This design comes from an exercise in tuning for small area on the open sky130 flow, not from production work. The RTL was checked by simulation tests, not by an equivalence proof against the original design. No activity file was given, so power comes from the tool's default toggle rates.

Design meter_b, start of the top module:
module meter_b (
    input  wire        clk,
    input  wire        rst,
    input  wire        rx_valid,
    input  wire [7:0]  rx_data,
    input  wire        clr_minmax,
    input  wire        tick,
    input  wire        cond_reset,
    input  wire [3:0]  cond1_index,
    input  wire [2:0]  cond1_cmp,
    input  wire [24:0] cond1_threshold,
    input  wire [15:0] cond1_duration,
    input  wire [3:0]  cond2_index,
    input  wire [2:0]  cond2_cmp,
    input  wire [24:0] cond2_threshold,
    input  wire [15:0] cond2_duration,
    input  wire [2:0]  rd_idx,
    output wire [24:0] rd_last,
    output wire [24:0] rd_min,
    output wire [24:0] rd_max,
    output reg         cond1_result,
    output reg         cond2_result,
    output reg  [15:0] good_count,
    output reg  [15:0] bad_count
);
Size in the first run: about 1600 cells after synthesis, ~740 flip-flops, about 220 I/O pins, about 0.028 mm2 of cells after synthesis.
==> flow/config.mk <==
export PLATFORM = sky130hd
export DESIGN_NAME = meter_b
export DESIGN_NICKNAME = meter_b
export VERILOG_FILES = /design/flow/design.v
export SDC_FILE = /design/flow/constraint.sdc
export NUM_CORES = 4
export LEC_CHECK = 0
export ABC_AREA = 1
export CAP_MARGIN = 20
export CORE_AREA = 2.3 2.72 253.3 253.2
export DIE_AREA = 0 0 256 256
export PLACE_DENSITY = 0.6
export SLEW_MARGIN = 20
==> flow/constraint.sdc <==
create_clock -name core_clock -period 12.0 [get_ports {clk}]
set_input_delay 2.4000 -clock core_clock [delete_from_list [all_inputs] [get_ports {clk}]]
set_output_delay 2.4000 -clock core_clock [all_outputs]
set_load 0.01 [all_outputs]
standard.sh (not shown) runs the stock make flow with config.mk's settings and CLKGATE_MAP_FILE= SYNTH_SCRIPT=/design/flow/synth_recipe.tcl, a recipe that flattens the netlist after the stock synthesis.
==> flow/flow/run.sh <==
#!/bin/bash
# Layout flow: the standard ORFS flow, with three changes to how the
# layout is made:
#  - synthesis maps logic with an area-oriented ABC script (flow/abc_area.script);
#    the registers, their names and cells are those of the standard synthesis
#  - port buffers use the smallest buffer cell
#  - clock tree built from small clock buffers, without dummy loads
# Every tool's output goes to logs in this folder (make.log, orfs/logs/...).
set -euo pipefail
W=$PWD
rm -rf "$W/scripts_mod"
cp -r "$FLOW_HOME/scripts" "$W/scripts_mod"
cp "$W/flow/abc_area.script" "$W/scripts_mod/abc_area.script"

CTS="-sink_clustering_enable -repair_clock_nets -dont_use_dummy_load -buf_list sky130_fd_sc_hd__clkbuf_8 -sink_clustering_size 18 -sink_clustering_max_diameter 60"

make -C "$FLOW_HOME" DESIGN_CONFIG="$FLOW_CONFIG" WORK_HOME="$W/orfs" \
    CLKGATE_MAP_FILE= SYNTH_SCRIPT="$W/synth_recipe.tcl" \
    SCRIPTS_DIR="$W/scripts_mod" \
    BUFFER_PORTS_ARGS="-buffer_cell sky130_fd_sc_hd__buf_1" \
    CTS_ARGS="$CTS" \
    finish > "$W/make.log" 2>&1

R="$W/orfs/results/$FLOW_PLATFORM/meter_b/base"
: # left out here: write the final layout as DEF
==> flow/flow/abc_area.script <==
strash
&get -n
&dch -f
&nf -R 1000
&put
topo
The starting point went through all stages and came out clean.
Change:
--- a/flow/flow/run.sh
+++ b/flow/flow/run.sh
@@ -14,3 +14,3 @@
 
-CTS="-sink_clustering_enable -repair_clock_nets -dont_use_dummy_load -buf_list sky130_fd_sc_hd__clkbuf_8 -sink_clustering_size 18 -sink_clustering_max_diameter 60"
+CTS="-sink_clustering_enable -repair_clock_nets -dont_use_dummy_load -buf_list sky130_fd_sc_hd__clkbuf_4 -sink_clustering_size 10 -sink_clustering_max_diameter 50"
 
==> flow/flow/abc_area.script (replaced) <==
strash
&get -n
&deepsyn -T 20
&dch -f
&nf -R 1000
&put
topo
What happened: The new run finished clean; combinational power hardly moves; worst setup slack gains 1.8 ns; cell area is lower by 1.1%; first-iteration DRC count is higher by 1.8%; total power is lower by 0.31%.
Change:
==> flow/flow/abc_area.script (replaced) <==
strash
&get -n
&dch -f
&nf -R 1000
&put
topo
Effect: Combinational power hardly moves. Clock power is about the same. Via count hardly moves. Final cell count drops slightly. Die area does not change.
Change:
Settings changed: PLACE_DENSITY 0.6 to 0.75.
Non-clock buffer count went down by 7.
Setup slack got worse by 0.17 ns.
Cell area hardly moves.

---

== red ==
meter_b, a different RTL version from the one above (not shown whole).
For scale: about 1,600 cells after synthesis, about 750 flip-flops, ~220 I/O pins, ~28,000 um^2 of cells after synthesis.
## meter_b
module meter_b (
    input  wire        clk,
    input  wire        rst,
    input  wire        rx_valid,
    input  wire [7:0]  rx_data,
    input  wire        clr_minmax,
    input  wire        tick,
    input  wire        cond_reset,
    input  wire [3:0]  cond1_index,
    input  wire [2:0]  cond1_cmp,
    input  wire [24:0] cond1_threshold,
    input  wire [15:0] cond1_duration,
    input  wire [3:0]  cond2_index,
    input  wire [2:0]  cond2_cmp,
    input  wire [24:0] cond2_threshold,
    input  wire [15:0] cond2_duration,
    input  wire [2:0]  rd_idx,
    output wire [24:0] rd_last,
    output wire [24:0] rd_min,
    output wire [24:0] rd_max,
    output reg         cond1_result,
    output reg         cond2_result,
    output reg  [15:0] good_count,
    output reg  [15:0] bad_count
);
    function slt;
        input [24:0] a, b;
        integer j;
        reg r;
        begin
            r = 1'b0;
            for (j = 0; j < 24; j = j + 1)
                r = (~a[j] & b[j]) | (~a[j] & r) | (b[j] & r);
            slt = (a[24] & ~b[24]) | (a[24] & r) | (~b[24] & r);
        end
    endfunction
    function uge16;
        input [15:0] a, b;
        integer j;
        reg r;
        begin
            r = 1'b1;
            for (j = 0; j < 16; j = j + 1)
                r = (a[j] & ~b[j]) | (a[j] & r) | (~b[j] & r);
            uge16 = r;
        end
    endfunction
    reg  [5:0] idx;      
    reg  [7:0] sum;      
    reg  [7:0] sum_n;
    reg  [8:0] sc;
    integer j;
    always @(*) begin
        sc[0] = 1'b0;
        for (j = 0; j < 8; j = j + 1) begin
            sum_n[j]  = sum[j] ^ rx_data[j] ^ sc[j];
            sc[j + 1] = (sum[j] & rx_data[j]) | (sum[j] & sc[j]) | (rx_data[j] & sc[j]);
        end
    end
    wire       idle   = (idx == 6'd0);
    wire       store  = rx_valid & ~idle;
    wire       lastb  = store & (idx == 6'd34);
  ...
==> flow/config.mk <==
export PLATFORM = sky130hd
export DESIGN_NAME = meter_b
export DESIGN_NICKNAME = meter_b
export VERILOG_FILES = /design/flow/design.v
export SDC_FILE = /design/flow/constraint.sdc
export NUM_CORES = 4
export LEC_CHECK = 0
export ABC_AREA = 1
export CAP_MARGIN = 20
export CORE_AREA = 2.3 2.72 253.3 253.2
export DIE_AREA = 0 0 256 256
export PLACE_DENSITY = 0.65
export SLEW_MARGIN = 20
==> flow/constraint.sdc <==
create_clock -name core_clock -period 12.0 [get_ports {clk}]
set_input_delay 2.4000 -clock core_clock [delete_from_list [all_inputs] [get_ports {clk}]]
set_output_delay 2.4000 -clock core_clock [all_outputs]
set_load 0.01 [all_outputs]
==> flow/flow/run.sh <==
#!/bin/bash
# Layout flow: the standard ORFS flow, with three changes to how the
# layout is made:
#  - synthesis maps logic with an area-oriented ABC script (flow/abc_area.script);
#    the registers, their names and cells are those of the standard synthesis
#  - port buffers use the smallest buffer cell
#  - clock tree built from small clock buffers, without dummy loads
# Every tool's output goes to logs in this folder (make.log, orfs/logs/...).
set -euo pipefail
W=$PWD
rm -rf "$W/scripts_mod"
cp -r "$FLOW_HOME/scripts" "$W/scripts_mod"
cp "$W/flow/abc_area.script" "$W/scripts_mod/abc_area.script"

CTS="-sink_clustering_enable -repair_clock_nets -dont_use_dummy_load -buf_list sky130_fd_sc_hd__clkbuf_4 -sink_clustering_size 10 -sink_clustering_max_diameter 50"

make -C "$FLOW_HOME" DESIGN_CONFIG="$FLOW_CONFIG" WORK_HOME="$W/orfs" \
    CLKGATE_MAP_FILE= SYNTH_SCRIPT="$W/synth_recipe.tcl" \
    SCRIPTS_DIR="$W/scripts_mod" \
    BUFFER_PORTS_ARGS="-buffer_cell sky130_fd_sc_hd__buf_1" \
    CTS_ARGS="$CTS" \
    finish > "$W/make.log" 2>&1

R="$W/orfs/results/$FLOW_PLATFORM/meter_b/base"
: # left out here: write the final layout as DEF
==> flow/flow/abc_area.script <==
strash
&get -n
&deepsyn -T 20
&dch -f
&nf -R 1000
&put
topo
Having completed the whole flow, red delivered a layout that passed the timing, DRC and antenna checks.
Input-level comparison between blue and red:
diff --git a/flow/config.mk b/flow/config.mk
--- a/flow/config.mk
+++ b/flow/config.mk
@@ -10,4 +10,4 @@
 export CORE_AREA = 2.3 2.72 253.3 253.2
 export DIE_AREA = 0 0 256 256
-export PLACE_DENSITY = 0.65
+export PLACE_DENSITY = 0.6
 export SLEW_MARGIN = 20
Notes after the runs:
Of red and blue, the run reporting the lower met3 layer wire length in the routed design was blue.
Worst-case vdd ir drop on blue is down relative to red.
Comparing red and blue, the lower routed wire length per instance is on red.
The final core area utilization on red is in line with that on blue.
The total power density per cell area on red is in line with that on blue.
Max overall routed net length across red and blue: blue
blue — wire length of the first global-routing pass 0.99% higher, red as reference
In terms of switching share of power, red and blue differ only marginally.
Compared with red, in blue ratio of final minimum period to clock period grew by 0.38 points, total CTS buffers grew by 1.
Of red and blue, the lower global-route total usage across every layer belongs to red.
Input changes introduced in green (baseline for comparison: blue):
diff --git a/flow/config.mk b/flow/config.mk
--- a/flow/config.mk
+++ b/flow/config.mk
@@ -10,4 +10,4 @@
 export CORE_AREA = 2.3 2.72 253.3 253.2
 export DIE_AREA = 0 0 256 256
-export PLACE_DENSITY = 0.6
+export PLACE_DENSITY = 0.85
 export SLEW_MARGIN = 20
[summary]
green: no failed stages, no open violations at the end
green vs. blue: total wire length saw a decrease, count of different cell masters after synthesis saw a decrease, final design area excluding fillers saw an increase.
> inputs changed (green -> orange)
diff --git a/flow/config.mk b/flow/config.mk
--- a/flow/config.mk
+++ b/flow/config.mk
@@ -10,4 +10,4 @@
 export CORE_AREA = 2.3 2.72 253.3 253.2
 export DIE_AREA = 0 0 256 256
-export PLACE_DENSITY = 0.85
+export PLACE_DENSITY = 0.75
 export SLEW_MARGIN = 20
## What came out
Post-synthesis simple-gate area fraction across green and orange: no real change. From green to orange the numbers moved as follows: total design power shows a reduction of about 0.5%; share of power burned in combinational logic dropped 0.6 points; maximum buffer depth of the clock tree has remained practically unchanged; worst path setup slack after routing +0.14 ns; area after synthesis comparable. On fraction of the yosys area taken by sequential cells, green tracks orange almost exactly. Looking at green and orange, the share of synthesized area spent on multiplexers is a wash. orange: portion of the clock cycle consumed by the worst path in the final layout is 1.2 points lower than what green reported. For count of antenna-violating nets left after detailed routing, orange and green come out practically identical.

---

north:
The RTL this note starts from:
==> flow/design.v <==
module meter_b (
    input  wire        clk,
    input  wire        rst,
    input  wire        rx_valid,
    input  wire [7:0]  rx_data,
    input  wire        clr_minmax,
    input  wire        tick,
    input  wire        cond_reset,
    input  wire [3:0]  cond1_index,
    input  wire [2:0]  cond1_cmp,
    input  wire [24:0] cond1_threshold,
    input  wire [15:0] cond1_duration,
    input  wire [3:0]  cond2_index,
    input  wire [2:0]  cond2_cmp,
    input  wire [24:0] cond2_threshold,
    input  wire [15:0] cond2_duration,
    input  wire [2:0]  rd_idx,
    output wire [24:0] rd_last,
    output wire [24:0] rd_min,
    output wire [24:0] rd_max,
    output reg         cond1_result,
    output reg         cond2_result,
    output reg  [15:0] good_count,
    output reg  [15:0] bad_count
);
    function slt_an;
        input [24:0] a, nb;
        integer j;
        reg q;           
        begin
            q = 1'b1;
            for (j = 0; j < 24; j = j + 1)
                q = (a[j] & nb[j]) | (a[j] & q) | (nb[j] & q);
            slt_an = ~((~a[24] & ~nb[24]) | (~a[24] & q) | (~nb[24] & q));
        end
    endfunction
    function slt_nb;
        input [24:0] na, b;
        integer j;
        reg r;           
        begin
            r = 1'b0;
            for (j = 0; j < 24; j = j + 1)
                r = (na[j] & b[j]) | (na[j] & r) | (b[j] & r);
            slt_nb = (~na[24] & ~b[24]) | (~na[24] & r) | (~b[24] & r);
        end
    endfunction
    function uge16_n;
        input [15:0] na, b;
        integer j;
        reg q;           
        begin
            q = 1'b0;
            for (j = 0; j < 16; j = j + 1)
                q = (na[j] & b[j]) | (na[j] & q) | (b[j] & q);
            uge16_n = ~q;
        end
    endfunction
    reg  [5:0] idx;      
    reg  [7:0] sum;      
    reg  [7:0] sum_n;
    reg  [8:0] sc;
    integer j;
    always @(*) begin
        sc[0] = 1'b0;
        for (j = 0; j < 8; j = j + 1) begin
            sum_n[j]  = sum[j] ^ rx_data[j] ^ sc[j];
            sc[j + 1] = (sum[j] & rx_data[j]) | (sum[j] & sc[j]) | (rx_data[j] & sc[j]);
        end
    end
    wire       idle   = (idx == 6'd0);
    wire       store  = rx_valid & ~idle;
    wire       lastb  = store & (idx == 6'd34);
    wire       ok     = (sum_n == 8'hFF);       
    wire       commit = lastb & ok;
    always @(posedge clk) begin
        if (rst)
            idx <= 6'd0;
        else if (rx_valid) begin
            if (idle) begin
                if (rx_data == 8'h55) idx <= 6'd1;
            end else if (idx == 6'd34)
                idx <= 6'd0;
            else
                idx <= idx + 6'd1;
        end
    end
    always @(posedge clk)
        if (rx_valid) sum <= idle ? 8'h55 : sum_n;
    reg  [7:0] bb [1:21];
    wire [7:0] wbyte = rst ? 8'h00 : rx_data;
    integer k;
    always @(posedge clk)
        for (k = 1; k <= 21; k = k + 1)
            if (rst | (store & (idx == k)))
                bb[k] <= wbyte;
    reg [4:0] t;        
    reg       ty_fr, ty_cnt, ty_tk, ty_rst;
    always @(posedge clk) begin
        if (rst | lastb | tick) begin
            t      <= 5'd0;
            ty_fr  <= ~rst & commit;
            ty_cnt <= rst | lastb;
            ty_tk  <= ~rst & tick;
            ty_rst <= rst;
        end else if (t != 5'd31)
            t <= t + 5'd1;
    end
    reg  cg, cb;       
    wire rot_c = ty_cnt & ~t[4];
    always @(posedge clk) begin
        if (rst | lastb) begin
            cg <= ~rst & ok;
            cb <= ~rst & ~ok;
        end else if (rot_c) begin
            good_count <= {~ty_rst & (good_count[0] ^ cg), good_count[15:1]};
            bad_count  <= {~ty_rst & (bad_count[0] ^ cb), bad_count[15:1]};
            cg <= cg & good_count[0];
            cb <= cb & bad_count[0];
        end
    end
    reg [23:0] last [0:6];
    integer q;
    always @(posedge clk)
        if (commit | (ty_rst & (t == 5'd0)))
            for (q = 0; q < 7; q = q + 1)
                last[q] <= {bb[3*q+1], bb[3*q+2], bb[3*q+3]};
    reg  [24:0] e_sum;
    reg  [24:0] eci, eco;      
    reg  [24:0] ea, eb;
    reg         ec8_q, ec16_q;
    integer m;
    always @(*) begin
        ea = {last[5][23], last[5]};
        eb = {last[6][23], last[6]};
        for (m = 0; m < 25; m = m + 1) begin
            if (m == 0)       eci[m] = 1'b0;
            else if (m == 8)  eci[m] = ec8_q;
            else if (m == 16) eci[m] = ec16_q;
            else              eci[m] = eco[m - 1];
            e_sum[m] = ea[m] ^ eb[m] ^ eci[m];
            eco[m]   = (ea[m] & eb[m]) | (ea[m] & eci[m]) | (eb[m] & eci[m]);
        end
    end
    always @(posedge clk) begin
        ec8_q  <= eco[7];
        ec16_q <= eco[15];
    end
    integer f;
    reg [23:0] nmax_u [0:2];   
    reg [22:0] nmax_s [3:6];   
    reg [23:0] nmax_e;         
    reg [23:0] nmin_s [3:6];   
    reg [24:0] nmin_e;         
    wire       early = (t[4:3] == 2'b00);
    wire [2:0] sel = ~early ? rd_idx :
                     ty_tk  ? (t[0] ? cond2_index[2:0] : cond1_index[2:0]) :
                     t[2:0];
    reg [24:0] L, NMN, NMX;
    always @(*) begin
        case (sel)
            3'd0: L = {1'b0, last[0]};
            3'd1: L = {1'b0, last[1]};
            3'd2: L = {1'b0, last[2]};
            3'd3: L = {last[3][23], last[3]};
            3'd4: L = {last[4][23], last[4]};
            3'd5: L = {last[5][23], last[5]};
            3'd6: L = {last[6][23], last[6]};
            default: L = e_sum;
        endcase
        case (sel)
            3'd0: NMX = {1'b1, nmax_u[0]};
            3'd1: NMX = {1'b1, nmax_u[1]};
            3'd2: NMX = {1'b1, nmax_u[2]};
            3'd3: NMX = {2'b11, nmax_s[3]};
            3'd4: NMX = {2'b11, nmax_s[4]};
            3'd5: NMX = {2'b11, nmax_s[5]};
            3'd6: NMX = {2'b11, nmax_s[6]};
            default: NMX = {1'b1, nmax_e};
        endcase
        case (sel)
            3'd3: NMN = {nmin_s[3][23], nmin_s[3]};
            3'd4: NMN = {nmin_s[4][23], nmin_s[4]};
            3'd5: NMN = {nmin_s[5][23], nmin_s[5]};
            3'd6: NMN = {nmin_s[6][23], nmin_s[6]};
            3'd7: NMN = nmin_e;
            default: NMN = {25{1'b1}};
        endcase
    end
    assign rd_last = L;
    assign rd_min  = ~NMN;
    assign rd_max  = ~NMX;
    wire lt_min = slt_an(L, NMN);      
    wire gt_max = slt_nb(NMX, L);      
    wire        clr  = rst | clr_minmax;
    wire [24:0] NW   = ~L | {25{clr}};       
    wire        mm   = early & ty_fr;
    wire [2:0]  d    = t[2:0];
    always @(posedge clk) begin
        for (f = 0; f < 3; f = f + 1)
            if (clr | (mm & (d == f) & gt_max)) nmax_u[f] <= NW[23:0];
        for (f = 3; f < 7; f = f + 1) begin
            if (clr | (mm & (d == f) & gt_max)) nmax_s[f] <= NW[22:0];
            if (clr | (mm & (d == f) & lt_min)) nmin_s[f] <= NW[23:0];
        end
        if (clr | (mm & (d == 3'd7) & gt_max)) nmax_e <= NW[23:0];
        if (clr | (mm & (d == 3'd7) & lt_min)) nmin_e <= NW;
    end
    wire        c2    = t[0];
    wire [24:0] nth   = ~(c2 ? cond2_threshold : cond1_threshold);
    wire [2:0]  ccmp  = c2 ? cond2_cmp : cond1_cmp;
    wire        cbad  = c2 ? cond2_index[3] : cond1_index[3];
    wire        th_lt = slt_nb(nth, L);   
    wire        th_gt = slt_an(L, nth);   
    reg         hit;
    always @(*) begin
        case (ccmp)
            3'd0:    hit = th_lt;
            3'd1:    hit = ~th_gt;
            3'd2:    hit = ~th_lt & ~th_gt;
            3'd3:    hit = ~th_lt;
            3'd4:    hit = th_gt;
            3'd5:    hit = th_lt | th_gt;
            default: hit = 1'b0;
        endcase
    end
    wire c = ~cbad & hit;
    reg [15:0] nheld1, nheld2;    
    reg        pend1, pend2;
    reg        keep1, keep2, ch1, ch2;
    wire ge1 = uge16_n(nheld1, cond1_duration);
    wire ge2 = uge16_n(nheld2, cond2_duration);
    wire step1 = ty_tk & (t == 5'd0);
    wire step2 = ty_tk & (t == 5'd1);
    wire rot_h = (ty_tk | ty_rst) & (t[4] ^ t[3]);    
    always @(posedge clk) begin
        if (rst) begin
            cond1_result <= 1'b0; pend1 <= 1'b0; keep1 <= 1'b0;
        end else if (cond_reset) begin
            cond1_result <= 1'b0; pend1 <= 1'b1;
        end else if (step1) begin
            if (pend1 | ~c)
                cond1_result <= 1'b0;
            else if (ge1)
                cond1_result <= 1'b1;
            keep1 <= c & ~pend1;
            pend1 <= 1'b0;
        end
    end
    always @(posedge clk) begin
        if (rst) begin
            cond2_result <= 1'b0; pend2 <= 1'b0; keep2 <= 1'b0;
        end else if (cond_reset) begin
            cond2_result <= 1'b0; pend2 <= 1'b1;
        end else if (step2) begin
            if (pend2 | ~c)
                cond2_result <= 1'b0;
            else if (ge2)
                cond2_result <= 1'b1;
            keep2 <= c & ~pend2;
            pend2 <= 1'b0;
        end
    end
    always @(posedge clk) begin
        if (step1 | step2) begin
            ch1 <= 1'b1;
            ch2 <= 1'b1;
        end else if (rot_h) begin
            nheld1 <= {~keep1 | (nheld1[0] ^ ch1), nheld1[15:1]};
            nheld2 <= {~keep2 | (nheld2[0] ^ ch2), nheld2[15:1]};
            ch1    <= ch1 & ~nheld1[0];
            ch2    <= ch2 & ~nheld2[0];
        end
    end
endmodule
export LEC_CHECK = 0
export ABC_AREA = 1
export CAP_MARGIN = 20
export CORE_AREA = 2.3 2.72 253.3 253.2
export DIE_AREA = 0 0 256 256
export PLACE_DENSITY = 0.75
export SLEW_MARGIN = 20
create_clock -name core_clock -period 12.0 [get_ports {clk}]
==> flow/flow/abc_area.script <==
strash
&get -n
&dch -f
&nf -R 1000
&put
topo
Scripts as last shown in full above: flow/flow/run.sh
Input-level comparison between south and north:
# north
export LEC_CHECK = 0
export ABC_AREA = 1
export CAP_MARGIN = 20
export CORE_AREA = 2.3 2.72 253.3 253.2
export DIE_AREA = 0 0 256 256
export PLACE_DENSITY = 0.75
export SLEW_MARGIN = 20
create_clock -name core_clock -period 12.0 [get_ports {clk}]
# south
export LEC_CHECK = 0
export ABC_AREA = 1
export CAP_MARGIN = 20
export CORE_AREA = 2.3 2.72 253.3 253.2
export DIE_AREA = 0 0 256 256
export PLACE_DENSITY = 0.6
export SLEW_MARGIN = 20
create_clock -name core_clock -period 12.0 [get_ports {clk}]
Findings:
- Comparing the two runs side by side, south comes out behind north on normalized max-slew margin.
- [compare] base=north new=south: relative contribution of combinational cells to total power down 0.2 points; routed wire length per instance up 2.9%; met1 layer usage reported by global route up 1.0 points; iteration count of the initial detailed-routing pass up 1; routability congestion estimate down 2.6%.
- In south, the clock buffer instance count of the final layout came out 4.6% above the value in north.

[separate check: timing with driven ports]
How much do the figures lean on ideal ports? The routed layouts below were timed once more, with nothing changed but the port constraints. Step 1 assumes that a clkbuf_16 drives the clock port and a buf_2 every other input. Step 2, shift: input delay + t, output delay - t, t = (earliest + latest rising clock arrival at the registers) / 2. This alone moves slack from input paths to output paths. Three values: ideal ports, drivers, drivers and shift; two values: the first two.
run	t (ns)	setup WS [ns]	worst setup path after step 2	worst register clock-pin slew, ns	pins driven straight from the clock port
the first run of note 1	0.715	0.956 / 0.991 / 0.276	input to register	0.11 / 0.11	1
the second run of note 1	0.872	2.765 / 2.801 / 1.929	input to register	0.11 / 0.11	1
the third run of note 1	0.867	1.117 / 1.151 / 0.284	input to register	0.12 / 0.12	1
the fourth run of note 1	0.860	0.951 / 0.986 / 0.126	input to register	0.12 / 0.12	1
red	0.870	1.166 / 1.192 / 0.322	input to register	0.12 / 0.12	1
blue	0.859	1.121 / 1.142 / 0.283	input to register	0.12 / 0.12	1
green	0.852	0.802 / 0.829 / -0.023	input to register	0.12 / 0.12	1
orange	0.861	0.944 / 0.967 / 0.106	input to register	0.12 / 0.12	1
north	0.855	0.197 / 0.227 / -0.628	input to register	0.11 / 0.11	1
south	0.906	0.362 / 0.396 / -0.510	input to register	0.11 / 0.11	1
Met with ideal ports but missed after step 2: setup timing in green, north and south. For south, which loses most, drivers alone change the setup slack by +0.034 ns; drivers and shift together by -0.872 ns.
